Background: an optimization exercise with open tools, aiming at small area, a short achievable clock period and few clock cycles. Do not read the settings as production practice.
Function was checked by simulation only, so behaviour that the tests miss may differ from the original.
Power figures rest on the tool's default switching activity, not on a simulated workload.

== run a ==
==> flow/design.v (excerpt) <==
module lpr_tune #(
    parameter [6:0] CFG_BASE_NOTE = 7'd24,
    parameter [6:0] CFG_PB_RANGE  = 7'd1,
    parameter       CFG_ZONE      = 1'b0,
    parameter [6:0] CFG_NUMCH     = 7'd15
) (
    input  wire        clk,
    input  wire        rst,
    input  wire        cmd_valid,
    input  wire [31:0] cmd,
    output wire        cmd_ready,
    output reg         resp_valid,
    output reg  [63:0] resp
);
clock: 10.0 ns
lec_check: 0
abc_area: 1
cap_margin: 20
core_margin: 2
core_utilization: 40
cts_cluster_diameter: 150
cts_cluster_size: 24
slew_margin: 20
standard.sh (not shown) runs the stock make flow with config.mk's settings and CLKGATE_MAP_FILE= SYNTH_SCRIPT=/design/flow/synth_recipe.tcl, a recipe that flattens the netlist after the stock synthesis.
==> flow/flow/run.sh <==
#!/bin/bash
set -o pipefail
export BUFFER_PORTS_ARGS="-buffer_cell sky130_fd_sc_hd__buf_2"
export SETUP_SLACK_MARGIN=6.8
bash standard.sh > standard.log 2>&1
status=$?
tail -n 40 standard.log
exit $status
Run a did not stop at any stage, and its layout met the timing, design-rule and antenna checks.
Testbench counts of run a, summed over its fixed seeds: cycles 2,592.
Setup changes, run a to run b
-- flow/design.v --
<<< run a, line 123
    reg       sticky;
    reg [2:0] rng_e;
    always @(*) begin
        casez (pb_range)
            7'b1??????: rng_e = 3'd6;
            7'b01?????: rng_e = 3'd5;
            7'b001????: rng_e = 3'd4;
            7'b0001???: rng_e = 3'd3;
            7'b00001??: rng_e = 3'd2;
            7'b000001?: rng_e = 3'd1;
            default:    rng_e = 3'd0;
        endcase
    end
    wire [6:0] rn_full = pb_range << (3'd6 - rng_e);
    wire [5:0] rng_n = rn_full[5:0];
    always @(posedge clk) begin
        if (rst) begin
            base_note <= CFG_BASE_NOTE;
            pb_range  <= CFG_PB_RANGE;
            sticky    <= 1'b0;
        end else if (v1) begin
>>> run b, line 123
    reg       sticky;
    reg [2:0] rng_e;
    reg [5:0] rng_n;
    reg [2:0] e_i;
    always @(*) begin
        casez (imm1)
            7'b1??????: e_i = 3'd6;
            7'b01?????: e_i = 3'd5;
            7'b001????: e_i = 3'd4;
            7'b0001???: e_i = 3'd3;
            7'b00001??: e_i = 3'd2;
            7'b000001?: e_i = 3'd1;
            default:    e_i = 3'd0;
        endcase
    end
    wire [6:0] rn_i = imm1 << (3'd6 - e_i);
    always @(posedge clk) begin
        if (rst) begin
            base_note <= CFG_BASE_NOTE;
            pb_range  <= CFG_PB_RANGE;
            rng_e     <= 3'd0;
            rng_n     <= 6'd0;
            sticky    <= 1'b0;
        end else if (v1) begin
<<< run a, line 145
            if (is_rng && !z_i) begin
                pb_range <= imm1;
            end
            if (is_ill || is_pre) sticky <= 1'b1;
>>> run b, line 148
            if (is_rng && !z_i) begin
                pb_range <= imm1;
                rng_e    <= e_i;
                rng_n    <= rn_i[5:0];
            end
            if (is_ill || is_pre) sticky <= 1'b1;
[summary]
The higher post-place instance area came out of run b. Comparing run b and run a, the lower arithmetic-cell share of the synthesized area counting full adders, half adders and majority gates was measured on run b. Density: run b sparser than run a. Taking run a as the reference, in run b clock power +about 0.9%, area fraction in compound gates after synthesis +2.1 points, sequential share of cell area +0.86 points, count of instances resized after the clock tree is built -12.
Testbench counts of run b, summed over its fixed seeds: cycles 2,592.

--- another note on this design; it stands on its own ---

Design lpr_tune, start of the top module:
module lpr_tune #(
    parameter [6:0] CFG_BASE_NOTE = 7'd24,
    parameter [6:0] CFG_PB_RANGE  = 7'd1,
    parameter       CFG_ZONE      = 1'b0,
    parameter [6:0] CFG_NUMCH     = 7'd15
) (
    input  wire        clk,
    input  wire        rst,
    input  wire        cmd_valid,
    input  wire [31:0] cmd,
    output wire        cmd_ready,
    output reg         resp_valid,
    output reg  [63:0] resp
);
==> flow/config.mk <==
export PLATFORM = sky130hd
export DESIGN_NAME = lpr_tune
export DESIGN_NICKNAME = lpr_tune
export VERILOG_FILES = /design/flow/design.v
export SDC_FILE = /design/flow/constraint.sdc
export NUM_CORES = 4
export LEC_CHECK = 0
export ABC_AREA = 1
export CAP_MARGIN = 20
export CORE_MARGIN = 2
export CORE_UTILIZATION = 45
export CTS_CLUSTER_DIAMETER = 100
export CTS_CLUSTER_SIZE = 30
export SLEW_MARGIN = 20
==> flow/constraint.sdc <==
create_clock -name core_clock -period 10.0 [get_ports {clk}]
set_input_delay 2.0000 -clock core_clock [delete_from_list [all_inputs] [get_ports {clk}]]
set_output_delay 2.0000 -clock core_clock [all_outputs]
set_load 0.01 [all_outputs]
standard.sh (not shown) runs the stock make flow with config.mk's settings and CLKGATE_MAP_FILE= SYNTH_SCRIPT=/design/flow/synth_recipe.tcl, a recipe that flattens the netlist after the stock synthesis.
==> flow/flow/run.sh <==
#!/bin/bash
set -o pipefail
export BUFFER_PORTS_ARGS="-buffer_cell sky130_fd_sc_hd__buf_2"
export SETUP_SLACK_MARGIN=6.8
bash standard.sh > standard.log 2>&1
status=$?
tail -n 40 standard.log
exit $status
Testbench counts at the start, summed over its fixed seeds: cycles 2,592.
Rerun with:
==> flow/flow/run.sh (replaced) <==
#!/bin/bash
set -o pipefail
export BUFFER_PORTS_ARGS="-buffer_cell sky130_fd_sc_hd__buf_2"
export SETUP_SLACK_MARGIN=7.0
bash standard.sh > standard.log 2>&1
status=$?
tail -n 40 standard.log
exit $status
Settings changed: CORE_UTILIZATION 45 to 40, CTS_CLUSTER_DIAMETER 100 to 150, CTS_CLUSTER_SIZE 30 to 24.
Total power went up by about 0.34%. First-iteration DRC count went up by about 9%. Count of clock-buffer cells in the layout went up by 2. Routed wire length went up by 0.97%. Synthesized cell count does not change. Area after synthesis does not change. Worst setup slack gets better by 0.10 ns. Non-clock buffer count went up by 30. Hold slack gets worse by 0.0054 ns. Cell count went up by 3.7%. Final area went up by 3.5%.

[static timing again, ports no longer ideal]
In the flow no input, the clock included, has a driving cell. The finished layouts below were timed again as built, in two steps. Step 1 sets driving cells, clkbuf_16 on the clock port and buf_2 on the other inputs (assumed; they add their load-dependent delay and slew). Step 2 adds t to the input delays and takes it off the output delays; t is the mean of the earliest and latest rising clock arrival at the registers after step 1. Input paths then give back, and output paths get back, about the clock's delay inside the block. a / b / c = ideal ports / drivers / drivers and shift; a / b = the first two.
| run | shift t [ns] | setup WS [ns] | worst hold slack (ns) |
|---|---|---|---|
| run a | 0.525 | 6.896 / 6.896 / 6.896 | 0.332 / 0.332 / 0.332 |
| run b | 0.540 | 6.917 / 6.917 / 6.917 | 0.332 / 0.332 / 0.332 |
| the first run of note 2 | 0.538 | 6.944 / 6.944 / 6.944 | 0.335 / 0.335 / 0.335 |
| the second run of note 2 | 0.514 | 7.047 / 7.001 / 7.059 | 0.329 / 0.329 / 0.329 |
After both steps every run listed still meets setup and hold.
